This design comes from an exercise in tuning for a short achievable clock period and few clock cycles per item on the open sky130 flow, not from production work.
Power and IR drop assume default switching activity.

==> job 4545: inputs <==
## remimo_core
module remimo_core (
    input  wire        clk,
    input  wire        rst,         
    output wire        mem_req,
    output wire        mem_we,
    output wire [15:0] mem_addr,
    output wire [15:0] mem_wdata,
    input  wire        mem_ready,
    input  wire [15:0] mem_rdata,
    output wire        halted,
    output wire [1:0]  cause,       
    output wire [15:0] pc,
    output wire [15:0] r0,
    output wire [15:0] r1,
    output wire [15:0] r2,
    output wire [15:0] r3,
    output wire [3:0]  flags        
);
make LEC_CHECK=0 CAP_MARGIN=20 CORE_MARGIN=2 CORE_UTILIZATION=40 SETUP_SLACK_MARGIN=5.0 SLEW_MARGIN=20 finish   # period 7.0 ns
run.sh (not shown) runs the stock make flow with config.mk's settings and CLKGATE_MAP_FILE= SYNTH_SCRIPT=/design/flow/synth_recipe.tcl, a recipe that flattens the netlist after the stock synthesis.
==> job 1851: changes against job 4545 <==
--- a/flow/design.v
+++ b/flow/design.v
@@ -22,17 +22,14 @@
     reg        halt_q;
     reg [1:0]  cause_q;
     reg [15:0] pc_q;                
     reg [15:0] fpc;                 
     reg [15:0] fpc1;                
     reg        req_q, we_q;         
     reg [15:0] addr_q;
-    reg        lk_hit;
-    reg [15:0] lk_tgt;
-    reg [7:0]  lk_off;
     reg        irv;                 
     reg        ir_pcf;              
     reg [15:0] ir;
     reg [15:0] epc;                 
     reg [15:0] epc1;                
     reg [15:0] epc2;                
     reg [15:0] opa;                 
@@ -50,19 +47,14 @@
     reg        p_tok;               
     reg        dst;
     reg [3:0]  dwe;                 
     reg [15:0] ea;
     reg [15:0] wd;
     reg [15:0] x0, x1, x2, x3;
     reg        fc, fn, fv, fz;
-    localparam BTB_N = 8;
-    reg [BTB_N-1:0] bt_v;
-    reg [15:0]      bt_tag [0:BTB_N-1];
-    reg [15:0]      bt_tgt [0:BTB_N-1];
-    reg [7:0]       bt_off [0:BTB_N-1];   
     localparam IC_N = 16;
     reg [IC_N-1:0]  ic_v;
     reg [15:0]      ic_tag [0:IC_N-1];
     reg [15:0]      ic_dat [0:IC_N-1];
     reg             ic_hit;
     reg [15:0]      ic_word;
     function automatic cond_true(input [3:0] c, input f_c, input f_n, input f_v, input f_z);
@@ -181,14 +173,22 @@
     assign mem_req   = req_q;
     assign mem_we    = we_q;
     assign mem_addr  = addr_q;
     assign mem_wdata = wd;
     wire [15:0] w     = dph ? ic_word : mem_rdata;
     wire [16:0] fpc2c = kinc16(fpc1);
     wire [15:0] fpc2  = fpc2c[15:0];
+    wire [16:0] f1hpc = kinc16({8'd0, fpc1[15:8]});
+    wire [16:0] f1hmc = kadd16({8'd0, fpc1[15:8]}, 16'hffff, 1'b0);
+    wire [16:0] f2hpc = kinc16({8'd0, fpc2[15:8]});
+    wire [16:0] f2hmc = kadd16({8'd0, fpc2[15:8]}, 16'hffff, 1'b0);
+    wire [7:0]  f1_hp = f1hpc[7:0];
+    wire [7:0]  f1_hm = f1hmc[7:0];
+    wire [7:0]  f2_hp = f2hpc[7:0];
+    wire [7:0]  f2_hm = f2hmc[7:0];
     wire [3:0]  wop   = w[15:12];
     wire [1:0]  wd_r  = w[11:10];
     wire [1:0]  ws_r  = w[9:8];
     wire        wimm  = (wd_r == ws_r);
     wire        w_alu = (wop[3:2] == 2'b00);
     wire        w_ar  = (wop[3:1] == 3'b001);
     wire        w_sub = (wop == 4'd3);
@@ -228,33 +228,36 @@
     wire [3:0]  w_we  = {4{w_wr}} & (4'b0001 << wd_r);
     wire        w_cin = w_ar & ~wimm & w[5];
     wire        cin_n = (w_cin & ex_fl) ? (w_sub ^ (c_ar & ar_c))
                                         : (w_sub ^ (w_cin & fc));
     wire [15:0] r      = w;
     wire        r_b    = (r[15:12] == 4'd8);
     wire        r_bc   = (r[15:12] == 4'd9);
-    wire        r_know = ~ex_fl | (r[11:9] == 3'd7);
-    wire        r_cond = ~ex_fl ? cond_true(r[11:8], fc, fn, fv, fz) : r[8];
-    wire        r_btb  = r_bc & lk_hit & (~r_know | r_cond);
+    wire        r_eqne = (r[11:9] == 3'd0);
+    wire        r_know = ~ex_fl | r_eqne | (r[11:9] == 3'd7);
+    wire        r_cond = ~ex_fl ? cond_true(r[11:8], fc, fn, fv, fz)
+                       : r_eqne ? (z_fast ^ r[8]) : r[8];
+    wire        r_jt   = r_bc & (r_know ? r_cond : r[7]);
+    wire [16:0] tl0c   = kadd16({8'd0, fpc1[7:0]}, {8'd0, r[7:0]}, 1'b0);
+    wire [16:0] tl1c   = kadd16({8'd0, fpc2[7:0]}, {8'd0, r[7:0]}, 1'b0);
+    wire [15:0] r_tgt  = {(tl0c[8] == r[7]) ? fpc1[15:8] : tl0c[8] ? f1_hp : f1_hm, tl0c[7:0]};
+    wire [15:0] r_tgt1 = {(tl1c[8] == r[7]) ? fpc2[15:8] : tl1c[8] ? f2_hp : f2_hm, tl1c[7:0]};
     wire ic_ok   = ic_hit & ~(dst & (ea == fpc));
     wire ic_use  = dph & mem_ready & ic_ok & ~dhit & (~irv | (~ld_a & ~ld_b));
     wire if_ok   = ~halt_q & (dph ? ic_use : (fpc[15] | mem_ready));
     wire if_keep = if_ok & ~redirect & ~ex_fault;
     wire if_halt = if_keep & ~ex_mem & (fpc[15] | (r[15:12] > 4'd9));
     wire        f_go   = ~redirect & if_ok;
-    wire        f_seq  = f_go & ~r_b & ~r_btb;
+    wire        f_seq  = f_go & ~r_b & ~r_jt;
     wire        f_hold = ~redirect & ~if_ok;
     wire [15:0] fpc_e  = redirect ? redir_pc : (if_ok ? fpc1 : fpc);
-    wire [15:0] fpc_n  = (f_go & r_b) ? {4'd0, r[11:0]} : (f_go & r_btb) ? lk_tgt : fpc_e;
+    wire [15:0] fpc_n  = (f_go & r_b) ? {4'd0, r[11:0]} : (f_go & r_jt) ? r_tgt : fpc_e;
     wire [16:0] rb1c   = kinc16({4'd0, r[11:0]});
-    wire [16:0] lk1c   = kinc16(lk_tgt);
     wire [15:0] fpc1_e = redirect ? redir_p1 : (if_ok ? fpc2 : fpc1);
-    wire [15:0] fpc1_n = (f_go & r_b) ? rb1c[15:0] : (f_go & r_btb) ? lk1c[15:0] : fpc1_e;
-    wire [2:0]  bl_i   = fpc1[2:0];
-    wire        bl_hit = bt_v[bl_i] & (bt_tag[bl_i] == fpc1);
+    wire [15:0] fpc1_n = (f_go & r_b) ? rb1c[15:0] : (f_go & r_jt) ? r_tgt1 : fpc1_e;
     wire        st_now = dph & dst & mem_ready;
     wire [3:0]  il_i   = fpc1[3:0];
     wire        il_hit = ic_v[il_i] & (ic_tag[il_i] == fpc1) & ~(st_now & (ea == fpc1));
     wire dph_n  = (ex_mem & ~f_ea) | (dph & ~mem_ready);
     wire halt_n = ex_fault | if_halt;
     wire [3:0] ld_we = dwe & {4{dph & mem_ready}};
     always @(posedge clk) begin
@@ -279,38 +282,14 @@
         end else if (ex_fl) begin
             fc <= c_ar & ar_c;
             fn <= n_res;
             fv <= c_ar & ar_v;
             fz <= z_fast;
         end
     end
-    reg        bu_en, bu_tk;
-    reg [15:0] bu_pc, bu_tgt;
-    reg [7:0]  bu_off;
-    always @(posedge clk) begin
-        bu_tk  <= ex_tk;
-        bu_pc  <= epc;
-        bu_tgt <= ex_bt[15:0];
-        bu_off <= ir[7:0];
-        if (rst) begin
-            bu_en <= 1'b0;
-            bt_v  <= {BTB_N{1'b0}};
-        end else begin
-            bu_en <= ex_ok & c_bc;
-            if (bu_en)
-                bt_v[bu_pc[2:0]] <= bu_tk;
-        end
-    end
-    always @(posedge clk) begin
-        if (bu_en) begin
-            bt_tag[bu_pc[2:0]] <= bu_pc;
-            bt_tgt[bu_pc[2:0]] <= bu_tgt;
-            bt_off[bu_pc[2:0]] <= bu_off;
-        end
-    end
     reg        fl_en;
     reg [15:0] fl_a, fl_d;
     wire       fl_st = st_now & (ea == fl_a);
     always @(posedge clk) begin
         fl_a <= fpc;
         fl_d <= mem_rdata;
         if (rst) begin
@@ -372,17 +351,14 @@
     always @(posedge clk) begin
         if (rst) begin
             halt_q  <= 1'b0;
             cause_q <= 2'd0;
             pc_q    <= 16'd0;
             fpc     <= 16'd0;
             fpc1    <= 16'd1;
-            lk_hit  <= 1'b0;
-            lk_tgt  <= 16'd0;
-            lk_off  <= 8'd0;
             dhit    <= 1'b0;
             p_seq   <= 1'b0;
             p_tok   <= 1'b0;
             ic_hit  <= 1'b0;
             ic_word <= 16'd0;
             req_q   <= 1'b1;
             we_q    <= 1'b0;
@@ -404,21 +380,17 @@
             fpc1   <= fpc1_n;
             dph    <= dph_n;
             halt_q <= halt_n;
             req_q  <= ~halt_n & (dph_n | ~fpc_n[15]);
             we_q   <= (dph & ~mem_ready) ? dst : (ex_mem & c_st);
             addr_q <= (dph & ~mem_ready) ? ea : ex_mem ? ea17[15:0] : fpc_n;
             if (f_seq) begin
-                lk_hit  <= bl_hit;
-                lk_tgt  <= bt_tgt[bl_i];
-                lk_off  <= bt_off[bl_i];
                 ic_hit  <= il_hit;
                 ic_word <= ic_dat[il_i];
             end else if (!f_hold) begin
-                lk_hit <= 1'b0;
                 ic_hit <= 1'b0;
             end else if (st_now && ea == fpc) begin
                 ic_hit <= 1'b0;
             end
             begin
                 if (ex & (ir_pcf | c_bad | c_mem)) begin
                     cause_q <= ir_pcf ? CAUSE_PC : c_bad ? CAUSE_OP : CAUSE_EA;
@@ -436,16 +408,16 @@
                     ea  <= ea17[15:0];
                     wd  <= opa;
                 end
                 if (cap | ex | d_hit) begin
                     irv    <= if_keep;
                 end
                 if (cap) begin
-                    p_seq  <= ~r_b & ~r_btb;
-                    p_tok  <= r_b | (r_btb & (r[7:0] == lk_off));
+                    p_seq  <= ~r_b & ~r_jt;
+                    p_tok  <= r_b | r_jt;
                     ir_pcf <= fpc[15];
                     epc    <= fpc;
                     epc1   <= fpc1;
                     epc2   <= fpc2;
                 end
             end
         end
- CORE_UTILIZATION: 40 -> 30
- TNS_END_PERCENT: unset -> 0
==> comparison <==
- Against job 4545, the register-to-register slack of job 1851 is worse by 0.65 ns.
- Between job 1851 and job 4545, the lower die area is in job 4545 (gap about 5%, measured against job 4545).
- Total power: job 4545 is higher than job 1851 (58%).
- Against job 1851, the first-iteration DRC count of job 4545 is larger by about 40%.
- Of job 4545 and job 1851, job 4545 has the higher combinational power (gap 80%, measured against job 1851).
- Routed wire length: job 4545 is larger than job 1851 (about 35%).
- Between job 1851 and job 4545, the lower synthesized cell count is in job 1851 (gap about 10%, measured against job 4545).
==> figures <==
item	job 4545	job 1851
Depth of the worst register-to-register path	12	13
Clock-cell share	4.83%	5.53%
Seq pwr	11400 µW	8190 µW
# clk buffers	220	150
Via count of the first global-routing pass	56400	43700
First-pass DRT Iterations	8	9
Run status	complete, no violations	complete, no violations
Layout-stage area growth over the synthesis result	41.6%	15.8%
Proportion of synthesized area in mux cells	6.48%	3.31%
Fraction of layout cells with a size suffix above 1	39.3%	10.6%
Total setup buffers inserted after CTS	635	23
Launch point of the worst path	opa[0]$_DFFE_PP_	fpc1[3]$_SDFFE_PP0P_
Initial antenna violation count	14	4
Area share of xor/xnor cells in the synthesized design	6.97%	8.70%
Number of instances in the synthesized netlist	6169	5519
Hold Path Sink	bu_pc[14]$_DFF_P_	fl_a[6]$_DFF_P_
No run of this note included a check of the RTL's function; only the layout flow was run.

what the ideal ports hide:
How much do the figures lean on ideal ports? The routed layouts below were timed once more, with nothing changed but the port constraints.
Step 1, drivers: a clkbuf_16 drives clk and a buf_2 each remaining input, both assumed.
Step 2 times the ports against the registers' clock, not the clock port: input delays grow and output delays shrink by t, the midpoint of the rising clock arrivals with the driver on.
Slacks: no drivers / after step 1 / after step 2; pairs: no drivers / after step 1.
run | t, ns | setup WS [ns] | worst hold slack (ns) | worst setup path at the end | worst register clock-pin slew, ns
job 4545 | 0.909 | 3.259 / 3.259 / 2.404 | 0.450 / 0.450 / 0.450 | input to register | 0.07 / 0.07
job 1851 | 0.779 | 2.612 / 2.612 / 1.944 | 0.462 / 0.462 / 0.462 | input to register | 0.07 / 0.07
After both steps setup and hold are still met in every run listed. The setup slack of job 4545, which loses most, moves by 0.000 ns with the drivers and by -0.855 ns with both steps.
